Context: an optimization exercise on an open-source flow, tuned for small area, a short achievable clock period and few clock cycles per item. The choices shown serve that exercise and are no tape-out recipe. The RTL was checked by simulation tests, not by an equivalence proof against the original design. Power figures rest on the tool's default switching activity, not on a simulated workload.

==> tundra: inputs <==
## symbol_alphabet_rom
module symbol_alphabet_rom (
    input  wire        clk,
    input  wire        rst,
    input  wire        cmd_valid,
    output wire        cmd_ready,
    input  wire [3:0]  cmd_op,
    input  wire [63:0] cmd_opa,
    input  wire [63:0] cmd_opb,
    input  wire        si_valid,
    input  wire        si_end,
    input  wire [7:0]  si_char,
    output wire        si_ready,
    input  wire        pi_valid,
    input  wire        pi_end,
    input  wire [63:0] pi_lon,
    input  wire [63:0] pi_lat,
    output wire        pi_ready,
    output wire        so_valid,
    output wire [7:0]  so_char,
    input  wire        so_ready,
    output wire        po_valid,
    output wire [63:0] po_x,
    output wire [63:0] po_y,
    input  wire        po_ready,
    output wire        busy,
    output wire        done,
    output wire [1:0]  err,
    output wire        resv,
    output wire [63:0] res,
    output wire [31:0] ax,
    output wire [31:0] ay,
    output wire        axis
);
export LEC_CHECK = 0
export ABC_AREA = 1
export CAP_MARGIN = 20
export CORE_MARGIN = 2
export CORE_UTILIZATION = 25
export GPL_ROUTABILITY_DRIVEN = 1
export PLACE_DENSITY = 0.5
export SETUP_SLACK_MARGIN = 0.4
export SLEW_MARGIN = 20
create_clock -name core_clock -period 24.0 [get_ports {clk}]
run.sh (not shown) runs the stock make flow with config.mk's settings and CLKGATE_MAP_FILE= SYNTH_SCRIPT=/design/flow/synth_recipe.tcl, a recipe that flattens the netlist after the stock synthesis.
==> inputs of quartz, as changes to tundra <==
--- a/flow/design.v
+++ b/flow/design.v
@@ -290,27 +290,20 @@
       default: begin q3 = 1'b1; r3o = 3'd4; end
     endcase
   end
   assign ro = {r3o, r2o, r1o};
   assign q  = q3;
 endmodule
-module coord_todeg_sub (
-    input  wire [31:0] n,         
-    output wire [32:0] c          
-);
-  wire [5:0]  hi = {n[31], n[31:27]} - 6'd1;
-  wire        sg = hi[5];
-  assign c = {sg, {hi[4:0], n[26:0]} ^ {32{sg}}};
-endmodule
 module coord_todeg_mul (
-    input  wire [32:0] c,         
+    input  wire [31:0] n,         
     output wire [38:0] a,         
     output wire        s          
 );
-  assign s = c[32];
-  wire [32:0] ci = {1'b0, c[31:0]};                   
+  wire [5:0]  hi = {n[31], n[31:27]} - 6'd1;
+  assign s = n[31] | (n[30:27] == 4'd0);
+  wire [32:0] ci = {hi, n[26:0]} ^ {33{s}};          
   wire [38:0] p0 = {ci, 5'd0};
   wire [38:0] p1 = {2'd0, ci, 3'd0};
   wire [38:0] p2 = {3'd0, ci, 2'd0};
   wire [38:0] p3 = {6'd0, ci};
   wire [38:0] p4 = {33'd0, s, 1'b0, s, s, 1'b0, s};   
   wire [38:0] s1 = p0 ^ p1 ^ p2;
@@ -323,33 +316,20 @@
 endmodule
 module coord_todeg_lead (
     input  wire [38:0] a,
     output wire [5:0]  sh,        
     output wire [58:0] rin        
 );
-  wire [63:0] x = {a, 25'd0};
-  wire        v [0:6][0:63];      
-  wire [5:0]  z [0:6][0:63];      
-  genvar l, j;
-  generate
-    for (j = 0; j < 64; j = j + 1) begin : lf
-      assign v[0][j] = x[63 - j];
-      assign z[0][j] = 6'd0;
-    end
-    for (l = 1; l <= 6; l = l + 1) begin : lv
-      for (j = 0; j < (64 >> l); j = j + 1) begin : nd
-        assign v[l][j] = v[l-1][2*j] | v[l-1][2*j+1];
-        assign z[l][j] = v[l-1][2*j] ? z[l-1][2*j] : (z[l-1][2*j+1] | (6'd1 << (l - 1)));
-      end
-      for (j = (64 >> l); j < 64; j = j + 1) begin : un
-        assign v[l][j] = 1'b0;
-        assign z[l][j] = 6'd0;
-      end
-    end
-  endgenerate
-  assign sh = v[6][0] ? z[6][0] : 6'd0;
+  integer i;
+  reg [5:0] lead;
+  always @(*) begin
+    lead = 6'd0;
+    for (i = 0; i < 39; i = i + 1)
+      if (a[i]) lead = i[5:0];
+  end
+  assign sh = 6'd38 - lead;
   genvar g;
   generate for (g = 0; g < 39; g = g + 1) begin : rv
     assign rin[58 - g] = a[g];
   end endgenerate
   assign rin[19:0] = 20'd0;
 endmodule
@@ -442,29 +422,29 @@
   reg        second;        
   reg [3:0]  op;
   reg [63:0] opr;           
   reg [31:0] acc_x;
   reg [31:0] acc_y;
   reg        axis_r;
-  reg        axis_bn;       
   reg [63:0] res_r;
   reg        resv_r;
   reg        done_r;
   reg        err_r;
   wire accept = cmd_valid && !busy_r && (cmd_op != OP_NOP);
   reg  op_rd, op_dn, op_dec, op_enc, op_wr, op_fix, op_read, op_acc, op_sub, op_bacc;
   reg  [8:0]  f0;           
   reg         f0v;
   reg         endin;        
   reg         endq;         
+  reg  [29:0] num;
   reg  [2:0]  scnt;         
   reg  [1:0]  tier;
   reg         innum;        
   reg         cmp;          
   reg         cx, cy;       
-  reg  [32:0] tin;          
+  reg  [31:0] tin;          
   reg  [38:0] ta;
   reg         ts, ty;
   reg  [1:0]  tdst;
   reg         po_v;
   reg  [63:0] po_xr, po_yr;
   reg  [1:0]  fph;          
@@ -481,13 +461,13 @@
   reg  [1:0]  dc;
   reg  [35:0] dq;           
   reg  [6:0]  dr;
   reg  [31:0] fx, fy;
   reg         vfx, vfy;
   reg         wsel;         
-  reg  [29:0] osr;           
+  reg  [29:0] osr;
   reg  [29:0] nw;           
   reg  [2:0]  nwl;
   reg         nwv;
   reg  [2:0]  ocnt;
   reg  [7:0]  ochr;
   wire [7:0] rom_char;
@@ -498,90 +478,78 @@
       .sym_index (rom_idx),
       .sym_char  (rom_char),
       .chr       (op_read ? f0[7:0] : opr[7:0]),
       .chr_found (rev_found),
       .chr_index (rev_index)
   );
-  wire [7:0] rom_char2;
-  wire       rom2_f;
-  wire [5:0] rom2_i;
-  alphabet_rom u_rom2 (
-      .sym_index (nw[29:24]),
-      .sym_char  (rom_char2),
-      .chr       (8'd0),
-      .chr_found (rom2_f),
-      .chr_index (rom2_i)
-  );
   wire apply_now = cmp && (!op_dec || (axis_r ? !cy && (!cx || conv_x) : !cx && (!cy || conv_y)));
   wire s2_go     = busy_r && op_read && f0v && !endq && (!cmp || apply_now);
   wire h_end     = f0[8];
   wire s2_sym    = s2_go && !h_end && rev_found;
   reg  [31:0] payload;
   always @(*) begin
     case (tier)
-      TIER_SMALL:  payload = {{21{~osr[10]}}, ~osr[10], osr[9:0]};
-      TIER_MEDIUM: payload = {{16{~osr[15]}}, ~osr[15], osr[14:0]};
-      TIER_FULL:   payload = {4'd0, osr[27:0]};
-      default:     payload = {2'd0, osr};
+      TIER_SMALL:  payload = {{21{~num[10]}}, ~num[10], num[9:0]};
+      TIER_MEDIUM: payload = {{16{~num[15]}}, ~num[15], num[14:0]};
+      TIER_FULL:   payload = {4'd0, num[27:0]};
+      default:     payload = {2'd0, num};
     endcase
   end
   wire enc_load = op_enc && !nwv && (wsel ? vfy : vfx);       
   wire wr_load  = op_wr && first;
   wire nw_take  = nwv && ((ocnt == 3'd0) || ((ocnt == 3'd1) && so_ready));
   reg  [31:0] amux;
   reg  [31:0] bmux;
   reg         inv;
   always @(*) begin
     amux = payload;
     bmux = 32'd0;
     inv  = 1'b0;
-    if (op_fix) begin
+    if (op_enc) begin
+      amux = wsel ? fy : fx;
+      bmux = wsel ? acc_y : acc_x;
+      inv  = 1'b1;
+    end else if (op_fix) begin
       amux = (op == OP_TOFIXY) ? fy : fx;
     end else if (op_wr) begin
       amux = opr[31:0];
     end else if (op_acc) begin
       amux = opr[63:32];
       if (op_bacc) bmux = opr[0] ? acc_y : acc_x;
       inv  = op_sub;
     end else if (op_dec) begin
-      if (tier != TIER_FULL) bmux = axis_bn ? acc_x : acc_y;
+      if (tier != TIER_FULL) bmux = axis_r ? acc_y : acc_x;
     end
   end
   wire [31:0] sum;
   fast_add #(.W(32), .L(5)) u_add (.a(amux), .b(bmux ^ {32{inv}}), .ci(inv), .s(sum));
-  wire [31:0] ea = wsel ? fy : fx;
-  wire [31:0] eb = wsel ? acc_y : acc_x;
-  wire [31:0] ed;
-  fast_add #(.W(32), .L(5)) u_esub (.a(ea), .b(~eb), .ci(1'b1), .s(ed));
-  wire [29:0] word_e, word_w;
-  wire [2:0]  wlen_e, wlen_w;
-  num_word u_we (.d(ed),  .a(ea),         .word(word_e), .len(wlen_e));
-  num_word u_ww (.d(opr[31:0]), .a(opr[63:32]), .word(word_w), .len(wlen_w));
-  wire [29:0] word = op_wr ? word_w : word_e;
-  wire [2:0]  wlen = op_wr ? wlen_w : wlen_e;
+  wire [31:0] enc_a  = op_wr ? opr[63:32] : amux;
+  wire        is_sm  = (sum[31:10] == 22'd0) || (sum[31:10] == {22{1'b1}});
+  wire        is_md  = (sum[31:15] == 17'd0) || (sum[31:15] == {17{1'b1}});
+  wire [29:0] word   = is_sm ? {1'b0, ~sum[10], sum[9:0], 18'd0} :
+                       is_md ? {2'b10, ~sum[15], sum[14:0], 12'd0} :
+                               {2'b11, enc_a[27:0]};
+  wire [2:0]  wlen   = is_sm ? 3'd2 : is_md ? 3'd3 : 3'd5;
   wire        oload  = nw_take;
   wire        oshift = (ocnt != 3'd0) && so_ready;
   always @(*) begin
     if (busy_r && op == OP_SYMOF) rom_idx = opr[5:0];
+    else if (oload)               rom_idx = nw[29:24];
     else                          rom_idx = osr[23:18];
   end
   wire conv_x = cx && !po_v;
   wire conv_y = cy && !cx && !po_v;
   wire conv_r = busy_r && second && (op == OP_TODEGX || op == OP_TODEGY);
   wire [38:0] t_a;
   wire        t_s;
-  wire [32:0] t_c;
-  coord_todeg_sub u_tsub (
-      .n (op_dec ? sum : opr[31:0]),
-      .c (t_c)
-  );
   coord_todeg_mul u_tmul (
-      .c (tin),
+      .n (tin),
       .a (t_a),
       .s (t_s)
   );
+  wire        tsh = (tdst != TD_NONE);
   wire [58:0] f_m59;
   wire [5:0]  f_sh;
   coord_tofix_pre u_fpre (
       .d   (opr),
       .m59 (f_m59),
       .sh  (f_sh)
@@ -593,32 +561,24 @@
       .sh  (t_sh),
       .rin (t_rin)
   );
   wire [58:0] s_out;
   wire        s_st;
   coord_shift u_shift (
-      .din  (f_m59),
-      .sh   (f_sh),
+      .din  (tsh ? t_rin : f_m59),
+      .sh   (tsh ? t_sh : f_sh),
       .dout (s_out),
       .st   (s_st)
   );
-  wire [58:0] t_out;
-  wire        t_st;
-  coord_shift u_tshift (
-      .din  (t_rin),
-      .sh   (t_sh),
-      .dout (t_out),
-      .st   (t_st)
-  );
   wire [63:0] deg;
   coord_todeg_norm u_tnorm (
       .a    (ta),
       .s    (ts),
       .is_y (ty),
       .sh   (t_sh),
-      .rout (t_out),
+      .rout (s_out),
       .d    (deg)
   );
   wire [60:0] f_mg;
   wire        f_neg, f_sub;
   wire [2:0]  f_eb;
   coord_tofix_add u_fadd (
@@ -666,13 +626,13 @@
     assign dq_s[g+1] = {dq_s[g][34:0], q};
   end endgenerate
   wire        dlast   = dv && (dc == 2'd2);
   wire        dout_ok = dy ? !vfy : !vfx;
   wire        dfree   = !dv || (dlast && dout_ok);
   wire        takem   = vm && dfree;
-  wire        takea   = va && !vm;
+  wire        takea   = va && !vm && !tsh;
   wire        canA    = !va || takea;
   assign cmd_ready = !busy_r;
   assign busy      = busy_r;
   assign done      = done_r;
   assign err       = {1'b0, err_r};
   assign resv      = resv_r;
@@ -716,22 +676,22 @@
     else if ((op_enc && !pcons && fph == 2'd0 || pf_go && pfs == 2'd0) && canA)
       opr <= pi_lon;
     else if ((op_enc && fph == 2'd1 || pf_go && pfs == 2'd1) && canA)
       opr <= pi_lat;
     if (si_valid && si_ready) f0 <= {si_end, si_char};
     if (s2_sym) begin
-      osr <= {osr[23:0], rev_index};
+      num <= {num[23:0], rev_index};
       if (!op_rd && scnt == 3'd0)
         tier <= (rev_index[5:4] == 2'b11) ? TIER_FULL : rev_index[5] ? TIER_MEDIUM : TIER_SMALL;
     end
     if (accept) begin
-      osr  <= 30'd0;
+      num  <= 30'd0;
       tier <= TIER_RAW;
     end
-    if (busy_r && first && (op == OP_TODEGX || op == OP_TODEGY)) tin <= t_c;
-    else if (apply_now && op_dec)                                tin <= t_c;
+    if (busy_r && first && (op == OP_TODEGX || op == OP_TODEGY)) tin <= opr[31:0];
+    else if (apply_now && op_dec)                                tin <= sum;
     if (conv_x || conv_y || conv_r) begin
       ta <= t_a;
       ts <= t_s;
       ty <= conv_y || (!conv_x && op == OP_TODEGY);
     end
     if (tdst == TD_X) po_xr <= deg;
@@ -762,13 +722,13 @@
     if (enc_load || wr_load) begin
       nw  <= word;
       nwl <= wlen;
     end
     if (oload) begin
       osr  <= nw;
-      ochr <= rom_char2;
+      ochr <= rom_char;
     end else if (oshift) begin
       osr  <= {osr[23:0], 6'd0};
       ochr <= rom_char;
     end else if (busy_r && first && op == OP_SYMOF) begin
       ochr <= rom_char;
     end
@@ -789,13 +749,12 @@
       op_acc <= 1'b0;
       op_sub <= 1'b0;
       op_bacc <= 1'b0;
       acc_x  <= 32'd0;
       acc_y  <= 32'd0;
       axis_r <= 1'b0;
-      axis_bn <= 1'b1;
       res_r  <= 64'd0;
       resv_r <= 1'b0;
       done_r <= 1'b0;
       err_r  <= 1'b0;
       f0v    <= 1'b0;
       endin  <= 1'b0;
@@ -843,14 +802,12 @@
         if (cmd_op == OP_DECODE || cmd_op == OP_ENCODE || cmd_op == OP_ACLR) begin
           acc_x <= 32'd0;
           acc_y <= 32'd0;
         end
         if (cmd_op == OP_DECODE || cmd_op == OP_ENCODE)
           axis_r <= 1'b0;
-        if (cmd_op == OP_DECODE || cmd_op == OP_ENCODE)
-          axis_bn <= 1'b1;
       end else if (busy_r) begin
         if (first) begin
           case (op)
             OP_IDXOF: begin res_r <= {58'd0, rev_index}; resv_r <= rev_found; end
             OP_AADD, OP_ALOAD: begin
               res_r  <= {32'd0, sum};
@@ -894,13 +851,12 @@
         if (apply_now) begin
           cmp <= 1'b0;
           if (op_dec) begin
             if (axis_r) begin acc_y <= sum; cy <= 1'b1; end
             else        begin acc_x <= sum; cx <= 1'b1; end
             axis_r <= !axis_r;
-            axis_bn <= axis_r;
           end else begin
             res_r  <= {30'd0, op_dn ? tier : 2'd0, sum};
             resv_r <= 1'b1;
           end
         end
         if (conv_x) cx <= 1'b0;
@@ -982,19 +938,6 @@
       else if (use_fx)             vfx <= 1'b0;
       if (dlast && dout_ok && dy)  vfy <= 1'b1;
       else if (use_fy)             vfy <= 1'b0;
     end
   end
 endmodule
-module num_word (
-    input  wire [31:0] d,
-    input  wire [31:0] a,
-    output wire [29:0] word,
-    output wire [2:0]  len
-);
-  wire is_sm = (d[31:10] == 22'd0) || (d[31:10] == {22{1'b1}});
-  wire is_md = (d[31:15] == 17'd0) || (d[31:15] == {17{1'b1}});
-  assign word = is_sm ? {1'b0, ~d[10], d[9:0], 18'd0} :
-                is_md ? {2'b10, ~d[15], d[14:0], 12'd0} :
-                        {2'b11, a[27:0]};
-  assign len  = is_sm ? 3'd2 : is_md ? 3'd3 : 3'd5;
-endmodule
==> inputs of umber, as changes to tundra <==
Settings changed: CORE_UTILIZATION 25 to 15, PLACE_DENSITY 0.5 to 0.35.
==> run summary <==
- Via count, lowest first: quartz, umber, tundra.
- Worst setup slack: tundra > umber > quartz.
- In clock power, tundra and umber hardly differ.
- Between quartz and tundra, the lower critical path depth is in quartz (gap 36).
Testbench counts of tundra, summed over its fixed seeds: cycles 12,383, items 1,954.
Testbench counts of quartz, summed over its fixed seeds: cycles 12,383, items 1,954.
Testbench counts of umber, summed over its fixed seeds: cycles 12,383, items 1,954.

## what the ideal ports hide
The flow's constraints put no driver on any port. The routed layouts listed below were extracted and timed again, unchanged, in two steps. Step 1 sets driving cells, clkbuf_16 on the clock port and buf_2 on the other inputs (assumed; they add their load-dependent delay and slew). Step 2 also shifts input and output timing later by t, the mid clock arrival at the registers, as if the neighbouring blocks saw the same clock. Slacks: ideal ports / drivers / drivers and shift; pairs: ideal ports / drivers.
run	shift t [ns]	setup slack, ns	hold WS [ns]	worst setup path after step 2	cell pins on the clock port's net
tundra	0.810	15.540 / 15.540 / 15.540	0.467 / 0.467 / 0.467	register to register	1
quartz	0.815	14.997 / 14.926 / 14.752	0.459 / 0.459 / 0.459	input to register	1
umber	0.811	15.035 / 15.035 / 15.035	0.469 / 0.469 / 0.469	register to register	1
After both steps every run listed still meets setup and hold. The setup slack of quartz, which loses most, moves by -0.071 ns with the drivers and by -0.245 ns with both steps.
